What follows belongs to an exercise in optimizing a design on an open flow for small area; a production flow would make more cautious choices. The RTL was checked by simulation tests, not by an equivalence proof against the original design. Power figures rest on the tool's default switching activity, not on a simulated workload.

==> flow/design.v <==
module servoscale (
    input  wire        clk,
    input  wire        rst,
    input  wire        ppm_in,
    output wire        ppm_out,
    output wire [1:0]  ind,
    output wire        rear_en,
    output wire [15:0] raw_us,
    output wire        raw_strobe
);
    localparam [2:0] S_IDLE  = 3'b000;
    localparam [2:0] S_FWDL  = 3'b001;
    localparam [2:0] S_BRAKE = 3'b010;
    localparam [2:0] S_REV   = 3'b011;
    localparam [2:0] S_STOP  = 3'b100;
    localparam [2:0] S_FWDF  = 3'b101;
    localparam [2:0] S_CENT  = 3'b110;
    localparam [2:0] P_ALIGN = 3'd0;
    localparam [2:0] P_WAIT  = 3'd1;
    localparam [2:0] P_MEAS  = 3'd2;
    localparam [2:0] P_C1    = 3'd3;
    localparam [2:0] P_PRE   = 3'd4;
    localparam [2:0] P_DIV   = 3'd5;
    localparam [2:0] P_FIN   = 3'd6;
    localparam [2:0] P_EMIT  = 3'd7;
    reg  [2:0]  ph;
    reg  [15:0] A;
    reg  [14:0] K;
    reg  [13:0] R;
    reg  [3:0]  pc;
    reg  [3:0]  r;
    reg  [2:0]  S;
    reg  [1:0]  Dw;
    reg  [4:0]  B;
    assign ppm_out    = (ph == P_EMIT);
    assign raw_strobe = (ph == P_C1);
    assign raw_us     = {2'b00, R};
    assign ind        = {S[2] & S[1], S[0] & ~S[2]};
    assign rear_en    = S[1] & ~S[2];
    wire cent  = (S == S_CENT);
    wire fwd   = S[0] & ~S[1];
    wire sdone = (S == S_IDLE);          
    wire tick  = (pc == 4'd9);
    function automatic uge(input [15:0] x, input [15:0] c);    
        integer i;
        reg g;
        begin
            g = 1'b1;
            for (i = 0; i < 16; i = i + 1)
                g = c[i] ? (x[i] & g) : (x[i] | g);
            uge = g;
        end
    endfunction
    function automatic sge(input [15:0] x, input [15:0] c);    
        sge = uge(x ^ 16'h8000, c ^ 16'h8000);
    endfunction
    localparam [15:0] C1500 = 16'd1500;    
    reg         sK, sC1, sC2, dec, cin;
    wire [15:0] Ksx = {K[14], K};
    wire [15:0] Y   = ({16{sK}} & Ksx) | ({16{sC1}} & C1500) | ({16{sC2}} & ~C1500)
                    | {16{dec}};
    wire [16:0] cy;
    wire [15:0] sum;
    assign cy[0] = cin;
    genvar gi;
    generate
        for (gi = 0; gi < 16; gi = gi + 1) begin : g_add
            assign sum[gi]  = A[gi] ^ Y[gi] ^ cy[gi];
            assign cy[gi+1] = (A[gi] & Y[gi]) | (cy[gi] & (A[gi] ^ Y[gi]));
        end
    endgenerate
    wire        co  = cy[16];
    wire neg   = ~sge(sum, 16'd1461);        
    wire pos   = sge(sum, 16'd1540);         
    wire full  = sge(sum, 16'd1800);         
    wire mid   = ~neg & ~pos;
    wire dwell = &Dw;                        
    wire plaus = ~uge({2'b00, R}, 16'd3001);  
    wire avail = (B < 5'd15);
    reg  [2:0] N;         
    always @(*) begin
        N = fwd ? S_FWDL : S;
        case (S)
            S_IDLE:          if (neg) N = S_REV;   else if (pos) N = S_FWDL;
            S_REV:           if (pos) N = S_FWDL;  else if (mid & dwell) N = S_IDLE;
            S_FWDL, S_FWDF:  if (neg) N = S_BRAKE; else if (mid & dwell) N = S_STOP;
            S_STOP:          if (pos) N = S_FWDL;  else if (neg) N = S_BRAKE;
            S_BRAKE:         if (pos) N = S_FWDL;  else if (mid & dwell) N = S_IDLE;
            default: ;
        endcase
    end
    wire       n_fwd  = (N == S_FWDL);
    wire       change = n_fwd ? ~fwd : (N != S);
    wire [2:0] S_new  = (n_fwd & full & avail) ? S_FWDF : N;
    wire       divide = (S_new == S_FWDL) | (S_new == S_REV);
    wire       sg = A[15];
    wire       b  = A[14] ^ sg;
    reg        qb;
    reg  [3:0] rn;
    always @(*) begin
        if (sdone) begin                       
            qb = (r >= 4'd5);
            rn = {(qb ? r[2:0] - 3'd5 : r[2:0]), b};
        end else if (S[1]) begin               
            qb = r[1] | (r[0] & b);
            rn = {2'b00, qb ? (r[1] ? {b, ~b} : 2'b00) : {r[0], b}};
        end else begin                         
            qb = r[2] | (r[1] & (r[0] | b));
            case ({r[2:0], b})
                4'b0000: rn = 4'd0;  4'b0001: rn = 4'd1;
                4'b0010: rn = 4'd2;  4'b0011: rn = 4'd3;
                4'b0100: rn = 4'd4;  4'b0101: rn = 4'd0;
                4'b0110: rn = 4'd1;  4'b0111: rn = 4'd2;
                4'b1000: rn = 4'd3;  4'b1001: rn = 4'd4;
                default: rn = 4'd0;
            endcase
        end
    end
    reg        ld, selR, sh, wrK;
    reg [2:0]  ph_n;
    reg [3:0]  pc_n;
    always @(*) begin
        sK = 1'b0; sC1 = 1'b0; sC2 = 1'b0; dec = 1'b0; cin = 1'b0;
        ld = 1'b0; selR = 1'b0; sh = 1'b0; wrK = 1'b0;
        ph_n = ph;
        pc_n = pc + 4'd1;
        case (ph)
            P_ALIGN: begin
                ld   = 1'b1;
                pc_n = 4'd0;
                if (!ppm_in) ph_n = P_WAIT;
            end
            P_WAIT: begin
                if (ppm_in) ph_n = P_MEAS;
                else        pc_n = 4'd0;
            end
            P_MEAS: begin
                if (ppm_in) begin
                    cin = tick;
                    if (tick) pc_n = 4'd0;
                end else begin
                    ph_n = P_C1;
                end
            end
            P_C1: begin
                sK   = 1'b1;
                pc_n = 4'd0;
                if (cent) begin
                    ld = 1'b1;
                    if (plaus && B >= 5'd20) begin
                        ph_n = P_PRE;
                    end else begin
                        selR = 1'b1;
                        wrK  = plaus && B >= 5'd10;
                        ph_n = P_EMIT;
                    end
                end else begin
                    ph_n = divide ? P_PRE : P_EMIT;
                end
            end
            P_PRE: begin
                pc_n = 4'd0;
                if (sdone) begin
                    sK  = 1'b1;
                end else begin
                    sC2 = 1'b1;
                    cin = sge(A, 16'd1500);
                end
                ph_n = P_DIV;
            end
            P_DIV: begin
                sh = 1'b1;
                if (pc == 4'd15 || (sdone && pc == 4'd14)) ph_n = P_FIN;
            end
            P_FIN: begin
                pc_n = 4'd0;
                if (sdone) begin
                    cin  = ~sg | (r == 4'd9);
                    wrK  = 1'b1;
                    ld   = 1'b1;
                    selR = 1'b1;
                end else begin
                    sC1 = 1'b1;
                    cin = sg;
                end
                ph_n = P_EMIT;
            end
            default: begin   
                dec = tick;
                if (tick) begin
                    pc_n = 4'd0;
                    if (!co) ph_n = P_ALIGN;
                end
            end
        endcase
    end
    wire [15:0] ldval = {2'b00, R} & {16{selR}};
    always @(posedge clk) begin
        pc <= pc_n;
        r  <= (ph == P_DIV) ? rn : 4'd0;
        if (ld)      A <= ldval;
        else if (sh) A <= {sg, A[13:0], qb ^ sg ^ sdone};
        else         A <= sum;
        if (rst) begin
            ph <= P_ALIGN;
            K  <= -15'sd15000;
            R  <= 14'd0;
            S  <= S_CENT;
            Dw <= 2'd0;
            B  <= 5'd0;
        end else begin
            ph <= ph_n;
            if (wrK) K <= sum[14:0];
            if (ph == P_MEAS && !ppm_in) R <= A[13:0];
            if (ph == P_C1) begin
                if (cent) begin
                    if (!plaus) begin
                        if (B == 5'd0) B <= 5'd1;
                    end else if (B >= 5'd20) begin
                        S  <= S_IDLE;
                        B  <= 5'd0;
                        Dw <= 2'd0;
                    end else begin
                        B <= B + 5'd1;
                    end
                end else begin
                    S <= S_new;
                    if (change)      Dw <= 2'd0;
                    else if (!dwell) Dw <= Dw + 2'd1;
                    if (n_fwd) B <= (B >= 5'd14) ? 5'd30 : B + 5'd1;
                    else if (B != 5'd0) B <= B - 5'd1;
                end
            end
        end
    end
endmodule
Settings: LEC_CHECK=0, CAP_MARGIN=20, CORE_MARGIN=2, CORE_UTILIZATION=40, PLACE_DENSITY=0.6, SLEW_MARGIN=20; clock period 100.0 ns.
standard.sh (not shown) runs the stock make flow with config.mk's settings and CLKGATE_MAP_FILE= SYNTH_SCRIPT=/design/flow/synth_recipe.tcl, a recipe that flattens the netlist after the stock synthesis.
==> flow/flow/run.sh <==
#!/bin/bash
# Standard ORFS layout (the standard.sh), with two placement/CTS options changed:
#  - port buffers use the smallest buffer cell instead of the default choice;
#  - clock tree built from clkbuf_8 cells, without dummy loads.
set -euo pipefail
export BUFFER_PORTS_ARGS="-buffer_cell sky130_fd_sc_hd__buf_1"
export CTS_ARGS="-sink_clustering_enable -repair_clock_nets -buf_list sky130_fd_sc_hd__clkbuf_8 -root_buf sky130_fd_sc_hd__clkbuf_8 -dont_use_dummy_load -sink_clustering_size 30 -sink_clustering_max_diameter 200"
bash standard.sh finish > make_finish.log 2>&1
Then changed:
==> flow/flow/run.sh (replaced) <==
#!/bin/bash
# Standard ORFS layout (the standard.sh), with two placement/CTS options changed:
#  - port buffers use the smallest buffer cell instead of the default choice;
#  - clock tree built from clkbuf_8 cells, without dummy loads.
set -euo pipefail
export BUFFER_PORTS_ARGS="-buffer_cell sky130_fd_sc_hd__buf_1"
export CTS_ARGS="-sink_clustering_enable -repair_clock_nets -buf_list sky130_fd_sc_hd__clkbuf_4 -root_buf sky130_fd_sc_hd__clkbuf_8 -dont_use_dummy_load -sink_clustering_size 10"
bash standard.sh finish > make_finish.log 2>&1
Combinational power stays flat; routed wire length stays the same; design area does not change; power is unchanged; synthesized area stays the same; non-clock buffer count stays the same; hold slack is unchanged; sequential power barely changes; maximum frequency does not change; clock skew does not change; clock power stays flat.
Then changed:
--- a/flow/flow/run.sh
+++ b/flow/flow/run.sh
@@ -6,3 +6,3 @@
 export BUFFER_PORTS_ARGS="-buffer_cell sky130_fd_sc_hd__buf_1"
-export CTS_ARGS="-sink_clustering_enable -repair_clock_nets -buf_list sky130_fd_sc_hd__clkbuf_4 -root_buf sky130_fd_sc_hd__clkbuf_8 -dont_use_dummy_load -sink_clustering_size 10"
+export CTS_ARGS="-repair_clock_nets -buf_list sky130_fd_sc_hd__clkbuf_8 -root_buf sky130_fd_sc_hd__clkbuf_8 -dont_use_dummy_load"
 bash standard.sh finish > make_finish.log 2>&1
Outcome:
- non-clock buffer count does not change
- maximum frequency is unchanged
- via count is unchanged

==> separate check: timing with driven ports <==
The flow's constraints put no driver on any port. The routed layouts listed below were extracted and timed again, unchanged, in two steps. Step 1 sets driving cells, clkbuf_16 on the clock port and buf_2 on the other inputs (assumed; they add their load-dependent delay and slew). Step 2, shift: input delay + t, output delay - t, t = (earliest + latest rising clock arrival at the registers) / 2. This alone moves slack from input paths to output paths. Three values: ideal ports, drivers, drivers and shift; two values: the first two.
run | t (ns) | setup WS [ns] | worst hold slack (ns) | latest minus earliest clock arrival (ns)
the first run | 0.372 | 71.471 / 71.483 / 71.111 | 0.459 / 0.459 / 0.459 | 0.027 / 0.026
the second run | 0.372 | 71.471 / 71.483 / 71.111 | 0.459 / 0.459 / 0.459 | 0.027 / 0.026
the third run | 0.372 | 71.471 / 71.483 / 71.111 | 0.459 / 0.459 / 0.459 | 0.027 / 0.026
After both steps setup and hold are still met in every run listed.
